Background: an optimization exercise with open tools, aiming at small area, a short achievable clock period and few clock cycles. Do not read the settings as production practice. Only simulation tests tie the RTL to the original design; equivalence was not proved.

==> flow/design.v <==
module omd_round (
    input  wire               sign,
    input  wire signed [13:0] bexp,
    input  wire        [54:0] sig,
    output wire        [63:0] result
);
    wire        norm  = (bexp >= 14'sd1);
    wire [13:0] rsh_f = 14'd1 - bexp;
    wire [5:0]  rsh   = norm ? 6'd0 : ((|rsh_f[13:6]) ? 6'd63 : rsh_f[5:0]);
    wire [54:0] sh    = sig >> rsh;
    wire [54:0] lmask = ~({55{1'b1}} << rsh);
    wire        stk   = sh[0] | (|(sig & lmask));
    wire [10:0] efield = norm ? bexp[10:0] : 11'd0;
    wire [62:0] pk     = {efield, sh[53:2]};
    wire        inc    = sh[1] & (stk | sh[2]);
    wire [62:0] rounded = pk + {62'd0, inc};
    wire ovf = (bexp >= 14'sd2047);
    assign result = ovf ? {sign, 11'h7ff, 52'd0} : {sign, rounded};
endmodule
module omd_fpu (
    input  wire        clk,
    input  wire        rst,
    input  wire        in_valid,
    output wire        in_ready,
    input  wire [1:0]  op,
    input  wire [63:0] a,
    input  wire [63:0] b,
    output reg         out_valid,
    output reg  [63:0] result
);
    localparam [63:0] QNAN = 64'h7ff8_0000_0000_0000;
    localparam integer DNS  = 4;
    localparam integer DNIT = 14;
    localparam integer DQW  = DNS * DNIT;
    localparam integer DG   = DQW;
    reg               in_ready_r;
    reg               s0_v;
    reg  [1:0]        s0_op;
    reg  [63:0]       a_r, b_r;
    reg  signed [7:0] eadj;        
    reg               div_run;
    reg  [4:0]        div_cnt;
    reg  [56:0]       dwc;         
    reg  [DQW-1:0]    dqq;         
    reg  [DNS-1:0]    dgp, dgn;    
    reg  [1:0]        div_spec;
    reg               div_sign;
    reg  [13:0]       div_e;
    assign in_ready = in_ready_r;
    wire        sa = a_r[63];
    wire        sb = b_r[63] ^ (s0_op == 2'd1);
    wire [10:0] ea = a_r[62:52];
    wire [10:0] eb = b_r[62:52];
    wire [51:0] fa = a_r[51:0];
    wire [51:0] fb = b_r[51:0];
    wire a_ez = (ea == 11'd0), b_ez = (eb == 11'd0);
    wire a_em = (ea == 11'h7ff), b_em = (eb == 11'h7ff);
    wire a_fz = (fa == 52'd0), b_fz = (fb == 52'd0);
    wire a_nan = a_em & ~a_fz, b_nan = b_em & ~b_fz;
    wire a_inf = a_em & a_fz,  b_inf = b_em & b_fz;
    wire a_zero = a_ez & a_fz, b_zero = b_ez & b_fz;
    wire a_sub = a_ez & ~a_fz, b_sub = b_ez & ~b_fz;
    reg  [56:0] s2_sum;
    reg  [52:0] s1_mbig;
    reg s1_v, s1_mul, s2_v, s2_mul;
    wire s1_mulq = s1_v & s1_mul;
    wire s2_mulq = s2_v & s2_mul;
    wire s0_is_add = ~s0_op[1];
    wire s0_is_mul = (s0_op == 2'd2);
    wire s0_is_div = (s0_op == 2'd3);
    wire any_sub   = a_sub | b_sub;
    wire norm_now  = s0_v & s0_op[1] & ~div_run & any_sub;
    wire mul_go    = s0_v & s0_is_mul & ~any_sub & ~s1_mulq & ~s2_mulq;
    wire s0_go     = (s0_v & s0_is_add) | mul_go;
    reg  div_fin;       
    wire div_start = s0_v & s0_is_div & ~div_run & ~div_fin & ~any_sub;
    wire div_last  = div_run & (div_cnt == DNIT - 1);
    wire div_iter  = div_start | div_run;
    wire s0_free   = ~s0_v | s0_go | div_last;
    wire in_a_sub = (a[62:52] == 11'd0);
    wire in_b_sub = (b[62:52] == 11'd0);
    wire accept   = in_valid & in_ready_r;
    wire rdy_acc  = ~op[1] | (~op[0] & ~in_a_sub & ~in_b_sub & ~mul_go & ~s1_mulq);
    wire rdy_hold = s0_is_mul ? (~any_sub & ~s1_mulq) : (div_run & (div_cnt == DNIT - 2));
    wire rdy_next = accept ? rdy_acc : (s0_free ? 1'b1 : rdy_hold);
    wire [56:0] dD = {3'b000, 1'b1, fb, 1'b0};
    wire [56:0] ws [0:DNS];
    wire [56:0] wc [0:DNS];
    wire [DNS-1:0] qp, qn;
    wire [DNS-1:0] qpos, qneg;
    assign ws[0] = {div_run ? a_r[56:52] : 5'b00001, fa};
    assign wc[0] = dwc;
    genvar k, m;
    generate
        for (k = 0; k < DNS; k = k + 1) begin : srt
            wire pos, neg;
            if (k == 0) begin : dir
                wire [3:0] yh = ws[0][55:52] + wc[0][55:52];
                assign pos = ~yh[3];
                assign neg = yh[3] & ~(yh == 4'b1111);
            end else begin : spec
                wire [2:0] cp, cn;
                for (m = 0; m < 3; m = m + 1) begin : cand
                    wire [4:0] tq = (m == 0) ? ~dD[55:51] : (m == 2) ? dD[55:51] : 5'd0;
                    wire [3:0] sq = ws[k-1][54:51] ^ wc[k-1][54:51] ^ tq[4:1];
                    wire [3:0] cq = (ws[k-1][53:50] & wc[k-1][53:50]) | (ws[k-1][53:50] & tq[3:0])
                                  | (wc[k-1][53:50] & tq[3:0]);
                    wire [3:0] yq = sq + cq;
                    assign cp[m] = ~yq[3];
                    assign cn[m] = yq[3] & ~(yq == 4'b1111);
                end
                assign pos = qpos[k-1] ? cp[0] : (qneg[k-1] ? cp[2] : cp[1]);
                assign neg = qpos[k-1] ? cn[0] : (qneg[k-1] ? cn[2] : cn[1]);
            end
            assign qpos[k] = pos;
            assign qneg[k] = neg;
            wire [56:0] s2  = {ws[k][55:0], 1'b0};
            wire [56:0] c2  = {wc[k][55:0], 1'b0};
            wire [56:0] t   = pos ? ~dD : (neg ? dD : 57'd0);
            wire [56:0] cy  = (s2 & c2) | (s2 & t) | (c2 & t);
            assign ws[k+1] = s2 ^ c2 ^ t;
            assign wc[k+1] = {cy[55:0], pos};
            assign qp[DNS-1-k] = pos;
            assign qn[DNS-1-k] = neg;
        end
    endgenerate
    wire [56:0] wrs   = s2_sum;
    wire [56:0] wrc   = dwc;
    wire [56:0] wsum  = wrs + wrc;
    wire        wneg  = wsum[56];
    wire        wz0   = (wsum == 57'd0);
    wire [56:0] dDf   = {3'b000, s1_mbig, 1'b0};
    wire        wz1   = ((wsum ^ dDf) == {(wsum[55:0] | dDf[55:0]), 1'b0});
    wire [DNS+1:0] dval = {2'b00, dgp} - {2'b00, dgn};     
    wire [DNS+1:0] dvm1 = dval - {{(DNS+1){1'b0}}, 1'b1};   
    wire [DQW-1:0] dqm   = dqq - {{(DQW-1){1'b0}}, 1'b1};    
    wire [DQW-1:0] dq_nx = dval[DNS+1] ? {dqm[DQW-1-DNS:0], dval[DNS-1:0]}
                                       : {dqq[DQW-1-DNS:0], dval[DNS-1:0]};
    wire [DQW-1:0] dm_nx = dvm1[DNS+1] ? {dqm[DQW-1-DNS:0], dvm1[DNS-1:0]}
                                       : {dqq[DQW-1-DNS:0], dvm1[DNS-1:0]};
    wire [DG-1:0]  qfull = wneg ? dm_nx : dq_nx;
    wire           rem_nz = wneg ? ~wz1 : ~wz0;
    wire [55:0]    quo_fin;
    wire           div_stk;
    generate
        if (DG == 55) begin : q55
            assign quo_fin = {qfull, 1'b0};
            assign div_stk = rem_nz;
        end else if (DG == 56) begin : q56
            assign quo_fin = qfull;
            assign div_stk = rem_nz;
        end else begin : q57
            assign quo_fin = qfull[56:1];
            assign div_stk = rem_nz | qfull[0];
        end
    endgenerate
    reg [63:0] a_nx, b_nx;
    always @* begin
        a_nx = a_r;
        b_nx = b_r;
        if (in_ready_r) begin
            a_nx = a;
            b_nx = b;
        end else if (norm_now) begin
            if (a_sub) begin
                a_nx[51:0] = {fa[50:0], 1'b0};
                if (fa[51]) a_nx[62:52] = 11'd1;
            end else begin
                b_nx[51:0] = {fb[50:0], 1'b0};
                if (fb[51]) b_nx[62:52] = 11'd1;
            end
        end
        if (div_iter & ~in_ready_r)
            a_nx[56:0] = ws[DNS];
    end
    always @(posedge clk) begin
        if (rst) begin
            in_ready_r <= 1'b1;
            s0_v       <= 1'b0;
            div_run    <= 1'b0;
            div_fin    <= 1'b0;
        end else begin
            in_ready_r <= rdy_next;
            if (in_ready_r)
                s0_v <= in_valid;
            else if (s0_free)
                s0_v <= 1'b0;
            if (div_last)
                div_run <= 1'b0;
            else if (div_start)
                div_run <= 1'b1;
            div_fin <= div_last;
        end
        a_r <= a_nx;
        b_r <= b_nx;
        if (in_ready_r) begin
            s0_op <= op;
            eadj  <= 8'sd0;
        end else if (norm_now) begin
            if (a_sub)
                eadj <= eadj - 8'sd1;
            else
                eadj <= s0_is_mul ? eadj - 8'sd1 : eadj + 8'sd1;
        end
        dwc <= div_iter ? wc[DNS] : 57'd0;
        if (div_iter) begin
            dgp     <= qp;
            dgn     <= qn;
            dqq     <= div_run ? dq_nx : {DQW{1'b0}};
            div_cnt <= div_run ? div_cnt + 5'd1 : 5'd1;
        end
        if (div_start) begin
            if (a_nan | b_nan | (a_zero & b_zero) | (a_inf & b_inf))
                div_spec <= 2'd1;
            else if (a_inf | b_zero)
                div_spec <= 2'd2;
            else if (a_zero | b_inf)
                div_spec <= 2'd3;
            else
                div_spec <= 2'd0;
            div_sign <= a_r[63] ^ b_r[63];
            div_e    <= {3'b000, ea} - {3'b000, eb} + {{6{eadj[7]}}, eadj} + 14'd1022;
        end
    end
    reg  [51:0] ma_r;       
    reg  [17:0] mbh_r;      
    reg         y35_r;      
    reg  [54:0] macc_r;
    reg         mstk;
    wire        arr_busy_nx = mul_go | s1_mulq;
    wire [52:0] mx  = {1'b1, ma_r};
    wire [18:0] nmy = mul_go  ? {fb[35:17]} :
                      s1_mulq ? {mbh_r, y35_r} : {b_nx[17:0], 1'b0};
    wire [54:0] accrow = {~macc_r[54], macc_r[53:0]};
    localparam [72:0] BOOTH_K = -((73'd1 << 54) + (73'd1 << 54) + (73'd1 << 56) + (73'd1 << 58)
                                 + (73'd1 << 60) + (73'd1 << 62) + (73'd1 << 64) + (73'd1 << 66)
                                 + (73'd1 << 68) + (73'd1 << 70));
    wire [72:0] brow [0:8];
    wire [16:0] negrow;
    genvar i;
    generate
        for (i = 0; i < 9; i = i + 1) begin : booth
            wire [2:0]  nb3  = nmy[2*i+2:2*i];
            reg         neg, one, two;    
            always @(posedge clk) begin
                neg <= nb3[2];
                one <= nb3[1] ^ nb3[0];
                two <= (nb3 == 3'b100) | (nb3 == 3'b011);
            end
            wire [53:0] mag  = one ? {1'b0, mx} : (two ? {mx, 1'b0} : 54'd0);
            wire [53:0] ppx  = mag ^ {54{neg}};
            assign brow[i] = {{(18-2*i){1'b0}}, ~neg, ppx, {(2*i){1'b0}}};
            if (i < 8) begin : nb
                assign negrow[2*i]   = neg;
                assign negrow[2*i+1] = 1'b0;
            end else begin : nl
                assign negrow[16] = neg;
            end
        end
    endgenerate
    wire [72:0] prod = {18'd0, accrow} + brow[0] + brow[1] + brow[2] + brow[3] + brow[4]
                     + brow[5] + brow[6] + brow[7] + brow[8] + {56'd0, negrow} + BOOTH_K;
    always @(posedge clk) begin
        if (arr_busy_nx) begin
            macc_r <= prod[72:18];
            mstk   <= mstk | (|prod[17:0]);
        end else begin
            macc_r <= 55'd0;
            mstk   <= 1'b0;
        end
        if (mul_go) begin
            mbh_r <= {2'b01, fb[51:36]};
            y35_r <= fb[35];
        end
        if (!arr_busy_nx) begin
            if (in_ready_r)
                ma_r <= a[51:0];
            else if (norm_now & a_sub)
                ma_r <= {fa[50:0], 1'b0};
            else
                ma_r <= fa;
        end
    end
    wire        swap = (b_r[62:0] > a_r[62:0]);
    wire [10:0] xa = a_ez ? 11'd1 : ea;
    wire [10:0] xb = b_ez ? 11'd1 : eb;
    wire [10:0] dab = xa - xb;
    wire [10:0] dba = xb - xa;
    wire [10:0] diff = swap ? dba : dab;
    wire [5:0]  dsh  = ((|diff[10:6]) || (diff[5:0] > 6'd60)) ? 6'd60 : diff[5:0];
    wire [52:0] ma = {~a_ez, fa};
    wire [52:0] mb = {~b_ez, fb};
    wire [52:0] msml = swap ? ma : mb;
    wire [54:0] al_in = {msml, 2'b00};
    wire [54:0] al_lm = ~({55{1'b1}} << dsh);
    wire        al_st = |(al_in & al_lm);
    wire [54:0] al_c  = al_in >> {dsh[5:3], 3'b000};
    reg         add_nan, add_inf, add_zero, add_ssgn;
    always @* begin
        add_nan  = a_nan | b_nan | (a_inf & b_inf & (sa ^ sb));
        add_inf  = a_inf | b_inf;
        add_zero = a_zero & b_zero;
        add_ssgn = add_inf ? (a_inf ? sa : sb) : (sa & sb);
    end
    wire [1:0] add_spec = add_nan ? 2'd1 : add_inf ? 2'd2 : add_zero ? 2'd3 : 2'd0;
    wire       add_sign = (add_spec != 2'd0) ? add_ssgn : (swap ? sb : sa);
    wire [1:0] mul_spec = (a_nan | b_nan | (a_inf & b_zero) | (a_zero & b_inf)) ? 2'd1 :
                          (a_inf | b_inf) ? 2'd2 :
                          (a_zero | b_zero) ? 2'd3 : 2'd0;
    wire [13:0] mul_e = {3'b000, xa} + {3'b000, xb} + {{6{eadj[7]}}, eadj} - 14'd1023;
    reg  [1:0]  s1_spec;
    reg         s1_sign, s1_esub, s1_st;
    reg  [13:0] s1_e;
    reg  [2:0]  s1_dlo;
    reg  [54:0] s1_msh;
    always @(posedge clk) begin
        if (rst) s1_v <= 1'b0;
        else     s1_v <= s0_go;
        s1_mul  <= s0_is_mul;
        s1_spec <= s0_is_mul ? mul_spec : add_spec;
        s1_sign <= s0_is_mul ? (a_r[63] ^ b_r[63]) : add_sign;
        s1_e    <= s0_is_mul ? mul_e : {3'b000, swap ? xb : xa};
        s1_esub <= sa ^ sb;
        s1_dlo  <= dsh[2:0];
        s1_st   <= al_st;
        s1_mbig <= (swap | s0_is_div) ? mb : ma;    
        s1_msh  <= al_c;
    end
    wire [54:0] al_sh = s1_msh >> s1_dlo;
    wire [56:0] opa   = {1'b0, s1_mbig, 3'b000};
    wire [56:0] opb   = {1'b0, al_sh, s1_st};
    wire [56:0] sum   = s1_esub ? (opa - opb) : (opa + opb);
    reg  [1:0]  s2_spec;
    reg         s2_sign;
    reg  [13:0] s2_e;
    always @(posedge clk) begin
        if (rst) s2_v <= 1'b0;
        else     s2_v <= s1_v;
        s2_mul  <= s1_mul;
        s2_spec <= s1_spec;
        s2_sign <= s1_sign;
        s2_e    <= s1_e;
        s2_sum  <= div_last ? ws[DNS] : sum;    
    end
    wire [63:0] nv = {s2_sum, 7'd0};
    wire [7:0]  bnz;
    wire [2:0]  blz [0:7];
    generate
        for (i = 0; i < 8; i = i + 1) begin : lzb
            wire [7:0] by = nv[8*i+7:8*i];
            assign bnz[i] = |by;
            assign blz[i] = by[7] ? 3'd0 : by[6] ? 3'd1 : by[5] ? 3'd2 : by[4] ? 3'd3 :
                            by[3] ? 3'd4 : by[2] ? 3'd5 : by[1] ? 3'd6 : 3'd7;
        end
    endgenerate
    wire [2:0] bsel = bnz[7] ? 3'd7 : bnz[6] ? 3'd6 : bnz[5] ? 3'd5 : bnz[4] ? 3'd4 :
                      bnz[3] ? 3'd3 : bnz[2] ? 3'd2 : bnz[1] ? 3'd1 : 3'd0;
    wire [5:0]  lz   = {~bsel, blz[bsel]};
    wire [63:0] nrm  = nv << lz;
    wire [54:0] add_sig = {nrm[63:10], |nrm[9:7]};
    wire        sum_zero = ~(|bnz);
    reg         s3_v;
    reg  [1:0]  s3_spec;
    reg         s3_sign;
    reg  [13:0] s3_e;
    reg  [69:0] s3_f;
    reg         s3_stk;
    always @(posedge clk) begin
        if (rst) s3_v <= 1'b0;
        else     s3_v <= s2_v | div_fin;
        if (s2_mul) begin
            s3_spec <= s2_spec;
            s3_sign <= s2_sign;
            s3_e    <= s2_e;
            s3_f    <= prod[69:0];
            s3_stk  <= mstk;
        end else if (div_fin) begin
            s3_spec <= div_spec;
            s3_sign <= div_sign;
            s3_e    <= div_e;
            s3_f    <= {quo_fin, 14'd0};
            s3_stk  <= div_stk;
        end else begin
            s3_spec <= (s2_spec == 2'd0 && sum_zero) ? 2'd3 : s2_spec;
            s3_sign <= (s2_spec == 2'd0 && sum_zero) ? 1'b0 : s2_sign;
            s3_e    <= s2_e - {8'd0, lz};
            s3_f    <= {add_sig, 15'd0};
            s3_stk  <= 1'b0;
        end
    end
    wire        hi   = s3_f[69];
    wire [54:0] rsig = hi ? {s3_f[69:16], (|s3_f[15:0]) | s3_stk}
                          : {s3_f[68:15], (|s3_f[14:0]) | s3_stk};
    wire [13:0] rexp = s3_e + {13'd0, hi};
    wire [63:0] rounded;
    omd_round u_round (
        .sign  (s3_sign),
        .bexp  (rexp),
        .sig   (rsig),
        .result(rounded)
    );
    always @(posedge clk) begin
        if (rst) out_valid <= 1'b0;
        else     out_valid <= s3_v;
        case (s3_spec)
            2'd1:    result <= QNAN;
            2'd2:    result <= {s3_sign, 11'h7ff, 52'd0};
            2'd3:    result <= {s3_sign, 63'd0};
            default: result <= rounded;
        endcase
    end
endmodule
==> flow/flow/run.sh <==
#!/bin/bash
# Own layout flow: the standard flow (standard.sh, all steps unchanged) run with a
# config that adds to the standard flow's config.mk a setup slack margin for the resizer's
# repair_timing steps, so that they size and buffer the longest paths below the
# clock period. The SDC, the clock period and every other setting stay the standard flow's.
# TNS_END_PERCENT 0 keeps the resizer on the worst path only, so that it does not
# add area to paths that do not set the period. Gate cloning and buffer removal
# are left off, so that no register is ever duplicated and the port buffers stay.
set -euo pipefail
work="$(pwd)"
{
  cat "$work/config.mk"
  echo "export SETUP_SLACK_MARGIN = 20.2"
  echo "export TNS_END_PERCENT = 0"
  echo "export SKIP_GATE_CLONING = 1"
  echo "export SKIP_BUFFER_REMOVAL = 1"
} > "$work/config_own.mk"
sed "s#DESIGN_CONFIG=[^ ]*#DESIGN_CONFIG=$work/config_own.mk#" "$work/standard.sh" > "$work/standard_own.sh"
bash "$work/standard_own.sh" > "$work/standard_own.log" 2>&1
==> flow/standard.sh <==
#!/bin/bash
# synth_recipe.tcl (not shown) runs the flow's synth.tcl, then flattens the netlist and writes it again
# the make line also repeats each setting of config.mk as NAME=value (left out here)
make -C /OpenROAD-flow-scripts/flow DESIGN_CONFIG=/design/flow/config.mk WORK_HOME=/design/flow/orfs CLKGATE_MAP_FILE= SYNTH_SCRIPT=/design/flow/synth_recipe.tcl "${@:-finish}"
==> flow/config.mk <==
export PLATFORM = sky130hd
export DESIGN_NAME = omd_fpu
export DESIGN_NICKNAME = omd_fpu
export VERILOG_FILES = /design/flow/design.v
export SDC_FILE = /design/flow/constraint.sdc
export NUM_CORES = 4
export LEC_CHECK = 0
export ABC_AREA = 1
export CAP_MARGIN = 20
export CORE_MARGIN = 2
export CORE_UTILIZATION = 35
export PLACE_DENSITY = 0.5
export SLEW_MARGIN = 20
==> flow/constraint.sdc <==
create_clock -name core_clock -period 27.0 [get_ports {clk}]
set_input_delay 5.4000 -clock core_clock [delete_from_list [all_inputs] [get_ports {clk}]]
set_output_delay 5.4000 -clock core_clock [all_outputs]
set_load 0.01 [all_outputs]
==> results of run 1 <==
## metrics by stage
stage,area (µm²),instances
after detailed placement,102000,17500
after global placement,102000,17500
after floorplan,97200,14100
after CTS,108000,17700
final,109000,17800
after global routing,109000,17800
## layout make-up
| type | instances | area (µm²) |
|---|---|---|
| tap | 3705 | 4640 |
| antenna | 17 | 42.5 |
| multi-input combinational | 10300 | 68200 |
| clock buffer | 135 | 2840 |
| inverter | 2266 | 8640 |
| timing repair buffer | 481 | 5220 |
| fill | 29700 | 167000 |
| sequential | 794 | 18600 |
| clock inverter | 62 | 971 |
## kinds of logic (layout without fill, tap and decap cells)
kind of cell    after synthesis  count (layout)  synth area share [%]
other cells                   0              17                     0
simple gates               5325            5325                  23.3
compound gates             2882            2882                  16.8
flops                       794             794                  19.1
xor+xnor                    811             811                  7.31
fa+ha+maj                  1302            1302                  21.8
buf+inv                    2966            2944                  11.7
mux                          11              11                 0.118
## per-layer routing
layer	share of wire, %	routed length [µm]	global-route usage (%)
met4	6.9	31900	17.6
met3	8.7	39800	5.15
met5	0.010	48	0
met1	41	189000	41.3
met2	43	198000	48.7
## synth_stat cells (7+ instances only)
master,count
o22ai_1,549
o211ai_1,129
inv_1,2136
buf_2,45
nand3_2,25
dfxtp_1,531
a21o_1,30
fa_1,649
nor3_1,113
buf_6,20
a31oi_1,57
nand3b_1,13
a21oi_1,618
o21ai_1,20
nand2_1,2833
nand4_1,148
clkinv_1,81
mux2i_1,7
o31ai_1,20
nor2_1,1085
inv_2,49
xor2_1,703
ha_1,653
or2_2,43
o311ai_0,10
clkbuf_1,530
a221oi_1,9
a22oi_1,17
o21bai_1,34
a211oi_1,15
o2111ai_1,14
edfxtp_1,263
nor2_2,23
buf_1,95
and2_1,9
o21a_1,30
xnor2_1,108
buf_4,10
o21ai_0,1249
o221ai_1,40
nand2_2,37
nor2_4,19
nor4_1,77
a21boi_0,13
nand3_1,871
## how the worst max path moves through the flow
stage | startpoint | cells past startpoint | endpoint | slack (ps)
4_1_cts | result[3]$_SDFF_PP0_ | 1 | result[3] | 19930
5_1_grt | ma_r[5]$_DFFE_PN_ | 38 | s3_f[61]$_DFF_P_ | 19840
6_report | a_r[55]$_DFFE_PP_ | 22 | s1_msh[23]$_SDFF_PN0_ | 19970
3_3_place_gp | div_run$_SDFFE_PP0P_ | 27 | a_r[3]$_DFFE_PP_ | 18010
2_1_floorplan | b_r[51]$_DFFE_PP_ | 33 | a_r[17]$_DFFE_PP_ | 19940
3_5_place_dp | div_run$_SDFFE_PP0P_ | 27 | a_r[26]$_DFFE_PP_ | 17960
## worst max-delay path, delay by kind of cell (launching register included)
kind            cells  cell delay, ps
buf+inv             6            1390
fa+ha+maj           1             630
compound gates      5            2030
simple gates       10            1970
flops               1             650
## sequential cells by signal, indices dropped and copies added (netlist names), 5 cells and up
signal	flops
s1_mbig	53
mbh_r	16
s3_e	14
s2_e	14
div_cnt	5
macc_r	55
ma_r	52
dqq	52
s2_sum	57
eadj	8
div_e	14
booth.neg	9
b_r	64
a_r	64
s1_msh	55
dwc	56
booth.two	9
s3_f	70
booth.one	9
s1_e	14
result	64
## layout by cell type, fill, tap and decap left out, drive strengths merged, types with 77 or more instances in the layout
cell           instances
o22ai                549
o211ai               129
inv                 2199
edfxtp               263
nand4                150
clkdlybuf4s50        173
ha                   653
nor3                 114
o21ai               1271
xor2                 703
buf                  280
clkinv                93
dfxtp                531
nor4                  77
nand2               2874
xnor2                108
a21oi                618
nor2                1130
fa                   649
nand3                896
clkbuf               138
## what timing repair did
action / in CTS / in global routing
pin swaps: 13 / 29
setup buffers: 57 / 64
hold buffers: 0 / 0
gates resized for setup: 192 / 165
endpoints found under the setup margin: 426 / 425
==> impl_results.md, run 1 <==
- Status: no timing/DRC/antenna violations
- Number of CTS-inserted buffers: 105
- Setup slack of the worst register-to-register path: 19970 ps
- Largest net degree at the start of global routing: 106
- Clock buffer depth: 3
- Slew at the pin with the worst max-slew slack: 1250 ps
- Category of the worst setup path launch point: flip-flop
- Worst Hold End: s2_spec[0]$_DFF_P_
- Layout cell share with drive strength beyond 1: 6.29%
- Area growth syn-to-layout: 12.3%
- Final clock skew: 79.7 ps
- TritonCTS sink count: 794
- Number of warning messages in the yosys log: 1
- Logic depth of the worst register-to-register path: 22
- Iteration-0 DRC count of the detailed router: 10900
- Number of flops mapped to enable cells by yosys: 263
- Final Hold Violating Endpoints: 0
- Total nets after synthesis: 15500
- Global-route wire length before repair: 650 mm
- Setup total negative slack: 0 ps
- Total number of vias: 98100
- Count of H-tree levels built during CTS: 3
- Place WS: 17960 ps
- Post-route clock period utilization: 26.0%
- Slew Limit Fails: 0
- Cell with the most instances on the worst path: nand2_1
- Total setup violations reported at the end of the flow: 0
- CTS root buffer: clkbuf_16
- Slowest cell on crit path: o21ai_0
- Cell chain of the critical path: inv_1 -> ha_1 -> nand2_1 -> nor2_1 -> nand2_1 -> inv_1 -> o21ai_0 -> o2111ai_1 -> a21oi_1 -> nand2_1 -> nand2_4 -> inv_1 -> nand2_1 -> nand2_1 -> nor2_1 -> nand3_1 -> nor2_4 -> buf_4 -> inv_1 -> buf_4 -> o21ai_0 -> o22ai_1
- Required time at the endpoint of the critical path: 27550 ps
- TritonCTS clock tree: yes
- Routability cong.: 0.990
- Number of global-route vias before repair: 92900
- Per-cell routed wire length: 25.8 µm
- Clock latency (worst-skew pair): 800 ps
- Hold Path Depth: 0
- Reg2reg end: s1_msh[23]$_SDFF_PN0_
- Die width: 531 µm
- Die H: 531 µm
- Total global routing overflow: 0
- Max_slew headroom: 15.6%
- Syn_area_per_cell: 6.90 µm²
- Highest achievable clock rate: 142 MHz
- IO Pins: 199
- Setup slack after layout: 19970 ps
- Post-route antenna net violation count: 0
- Min Tclk post-route: 7030 ps
- Die area: 282000 µm²
- Maximum net fanout on the critical path: 60
- Portion of the post-synthesis area used by sequential elements: 19.1%
- Dominant cells by area after synthesis: fa_1 (13%), nand2_1 (11%), dfxtp_1 (11%), ha_1 (8.4%), inv_1 (8.3%)
- Final cell utilization of the core: 39.5%
- Total routing resource utilization after global routing: 31.3%
- Final layout net count: 15400
- Via/cell ratio: 5.51
- Path type of the worst setup path: reg -> reg
- Synth top area share: 13.4%
- Core outline area: 276000 µm²
- Cell accounting for the most synthesized area: fa_1
- Initial standard-cell utilization of the core: 35.2%
- Worst path arrival time: 7580 ps
- Standard-cell row count: 193
- Hold path start: s1_spec[0]$_DFF_P_
- Remaining DRCs: 0
- Total wire length: 459 mm
- Crit end category: flip-flop
- Count of distinct cell types in the synthesized netlist: 69
- Most used flip-flop cell after synthesis: dfxtp_1
- Proportion of synthesized flip-flops having asynchronous set or reset: 0%
- Post-Synthesis Cells: 14100
- Type of the worst min-delay path: reg -> reg
- RSZ-0062 raised after global routing: true
- TritonRoute pass-1 iters: 6
- Crit path largest cell delay: 900 ps
- Post-synthesis sequential element count: 794
- Detailed placer's ending HPWL: 346 mm
- Maximum capacitance violations: 0
- Reg-to-reg startpoint: a_r[55]$_DFFE_PP_
- Clock transition time at the flip-flop clock pins of the worst setup and hold paths: 60 ps
- Initial antenna violation count: 26
- Port bufs: 198
- Hold slack final: 319 ps
- Cell area after technology mapping: 97200 µm²
Testbench counts, summed over its fixed seeds: cycles 5,577.
==> inputs of run 2 (changes only) <==
--- a/flow/flow/run.sh
+++ b/flow/flow/run.sh
@@ -10,7 +10,7 @@
 work="$(pwd)"
 {
   cat "$work/config.mk"
-  echo "export SETUP_SLACK_MARGIN = 20.2"
+  echo "export SETUP_SLACK_MARGIN = 20.6"
   echo "export TNS_END_PERCENT = 0"
   echo "export SKIP_GATE_CLONING = 1"
   echo "export SKIP_BUFFER_REMOVAL = 1"
==> run 2 against run 1 <==
Effect of this change: fmax grew 4.1%; core utilization grew 0.92 points; largest cell class unchanged; critical path type is now in -> reg; still clean on timing, DRC and antenna; sequential share of layout area is 0.38 points lower.
==> impl_results.md, run 2 <==
- Required time at the endpoint of the critical path: 27690 ps (+140 ps)
- Total number of vias: 99400 (+1.4%)
- Cell area after technology mapping: 97200 µm² (unchanged)
- RSZ-0062 raised after global routing: true
- Proportion of synthesized flip-flops having asynchronous set or reset: 0% (unchanged)
- IO Pins: 199 (unchanged)
- Post-Synthesis Cells: 14100 (unchanged)
- Post-synthesis sequential element count: 794 (unchanged)
- Cell accounting for the most synthesized area: fa_1
- Remaining DRCs: 0 (unchanged)
- Count of H-tree levels built during CTS: 3 (unchanged)
- Synth top area share: 13.4% (unchanged)
- Area growth syn-to-layout: 14.9%
- Final Hold Violating Endpoints: 0 (unchanged)
- Iteration-0 DRC count of the detailed router: 11800 (+7.8%)
- Standard-cell row count: 193 (unchanged)
- Final layout net count: 15500 (+0.86%)
- Dominant cells by area after synthesis: fa_1 (13%), nand2_1 (11%), dfxtp_1 (11%), ha_1 (8.4%), inv_1 (8.3%)
- Most used flip-flop cell after synthesis: dfxtp_1
- Initial standard-cell utilization of the core: 35.2% (unchanged)
- TritonCTS clock tree: yes
- Final clock skew: 75.6 ps (-4.12 ps)
- Cell with the most instances on the worst path: nand2_1
- Count of filler cells inserted in the layout: 29400 (-0.87%)
- TritonRoute pass-1 iters: 7 (+1)
- Count of distinct cell types in the synthesized netlist: 69 (unchanged)
- Category of the worst setup path launch point: primary input
- Via/cell ratio: 5.55 (+0.64%)
- Library cell with the highest instance count after synthesis: nand2_1
- Initial antenna violation count: 28 (+7.7%)
- Per-cell routed wire length: 26.2 µm (+1.7%)
- Min Tclk post-route: 6750 ps (-276 ps)
- Total routing resource utilization after global routing: 32.0% (+0.68 points)
- Crit path largest cell delay: 620 ps (-280 ps)
- Place WS: 17960 ps (unchanged)
- Crit end category: flip-flop
- Setup total negative slack: 0 ps (unchanged)
- Slowest cell on crit path: clkdlybuf4s50_1
- Number of global-route vias before repair: 93800 (+0.99%)
- Slew at the pin with the worst max-slew slack: 1300 ps (+46.9 ps)
- Global-route wire length before repair: 662 mm (+1.8%)
- Status: no timing/DRC/antenna violations
- Slew Limit Fails: 0 (unchanged)
- Number of flops mapped to enable cells by yosys: 263 (unchanged)
- Setup slack after layout: 20250 ps (+276 ps)
- Maximum capacitance violations: 0 (unchanged)
- Die H: 531 µm (unchanged)
- CTS root buffer: clkbuf_16
- Post-route clock period utilization: 25.0% (-1.0 points)
- Core outline area: 276000 µm² (unchanged)
- Total setup violations reported at the end of the flow: 0 (unchanged)
- Most used cells in the layout excluding fill and tap cells: nand2_1 (2769), inv_1 (2115), o21ai_0 (1169)
- Die width: 531 µm (unchanged)
- Clock buffer depth: 3 (unchanged)
- Number of CTS-inserted buffers: 105 (unchanged)
- Final cell count without fillers: 17900 (+0.71%)
- Highest achievable clock rate: 148 MHz (+4.1%)
- Number of warning messages in the yosys log: 1 (unchanged)
- TritonCTS sink count: 794 (unchanged)
- Total global routing overflow: 0 (unchanged)
- Portion of the post-synthesis area used by sequential elements: 19.1% (unchanged)
- Clock latency (worst-skew pair): 800 ps (about the same)
- Routability cong.: 0.990 (unchanged)
- Clock transition time at the flip-flop clock pins of the worst setup and hold paths: 70 ps (about the same)
- Cell chain of the critical path: clkdlybuf4s50_1 -> o22ai_1 -> a21oi_1 -> nand2_1 -> a22oi_1 -> inv_1 -> ha_1 -> nand2_1 -> nand2_1
- Path type of the worst setup path: in -> reg
- Largest net degree at the start of global routing: 106 (unchanged)
- Die area: 282000 µm² (unchanged)
- Worst path arrival time: 7440 ps (-140 ps)
- Flip-flop count of the largest register after layout: 70 (unchanged)
- Type of the worst min-delay path: reg -> reg
- Total nets after synthesis: 15500 (unchanged)
- Detailed placer's ending HPWL: 346 mm (unchanged)
- Placed insts: 17500 (unchanged)
- Top cells by count, synth: nand2_1 (2833), inv_1 (2136), o21ai_0 (1249)
- Hold-fix buffers, CTS: 0 (unchanged)
- Most common cell after layout, fill and taps aside: nand2_1
- Total wire length: 470 mm (+2.5%)
- Port bufs: 198 (unchanged)
- Kind of cell with the highest combined delay on the critical path: compound AO/OA/AOI/OAI gates
- Buffers and inverters on the worst path: 2 (-4)
- Max_slew headroom: 12.5% (-3.2 points)
- Maximum net fanout on the critical path: 2 (-97%)
- Largest register by flop count: s3_f
- Post-route antenna net violation count: 0 (unchanged)
- Layout cell share with drive strength beyond 1: 9.06% (+2.8 points)
- Syn_area_per_cell: 6.90 µm² (unchanged)
[run 2: final timing paths]
path / startpoint / to / slack (ps) / cells past startpoint
min reg2reg: s1_sign$_DFF_P_ / s2_sign$_DFF_P_ / 320 / 0
max reg2reg: b_r[20]$_DFFE_PP_ / a_r[54]$_DFFE_PP_ / 20300 / 18
max: b[2] / booth[1].two$_DFF_P_ / 20250 / 9
min: s1_sign$_DFF_P_ / s2_sign$_DFF_P_ / 320 / 0
[run 2: kinds of logic after synthesis]
logic type	after synthesis	share of synthesized area (%)
compound gates	2882	16.8
buf+inv	2966	11.7
fa+ha+maj	1302	21.8
xor+xnor	811	7.31
simple gates	5325	23.3
mux	11	0.118
flops	794	19.1
[run 2: area by class of cell]
cell class              count  area (µm²)  area share [%]
multi-input cells       10300       69400            62.1
flip-flops and latches    794       18600            16.6
inverters                2266        8650            7.74
repair buffers            613        6620            5.93
well taps                3705        4640            4.15
clock buffers             135        2840            2.55
clock inverters            62         971           0.869
diodes                     11        27.5          0.0246
[run 2: through the flow]
stage	cell area [µm²]	hold WS (ps)	util [%]
after floorplan	97200	310	-
after global placement	102000	310	37.1
after detailed placement	102000	312	37.1
after CTS	109000	319	39.6
after global routing	112000	323	40.4
final	112000	321	40.4
[run 2: timing repair]
action	in CTS	in global routing
pin swaps	38	138
buffers inserted	144	109
resized for setup	598	323
setup endpoints to repair	527	451
[run 2: per-layer routing]
layer  share of wire, %  vias to the layer above  global-route usage (%)  wire [µm]
met5              0.040                        -                   0.188        187
li1                   -                    46000                       -          -
met3                8.6                     1052                    4.86      40600
met1                 41                    47400                    42.4     192000
met4                7.2                       18                    17.9      33900
met2                 43                     4937                    49.8     203000

## re-timing with driven ports
In the flow no input, the clock included, has a driving cell. The finished layouts below were timed again as built, in two steps. Step 1 sets driving cells, clkbuf_16 on the clock port and buf_2 on the other inputs (assumed; they add their load-dependent delay and slew). Step 2 adds t to the input delays and takes it off the output delays; t is the mean of the earliest and latest rising clock arrival at the registers after step 1. Input paths then give back, and output paths get back, about the clock's delay inside the block. Three values: ideal, step 1, step 2; two values: the first two.
| run | t, ns | setup WS [ns] | worst setup path after step 2 |
|---|---|---|---|
| run 1 | 0.861 | 19.973 / 19.898 / 19.192 | input to register |
| run 2 | 0.860 | 20.248 / 20.242 / 19.460 | input to register |
After both steps setup and hold are still met in every run listed. The setup slack of run 2, which loses most, moves by -0.006 ns with the drivers and by -0.788 ns with both steps.
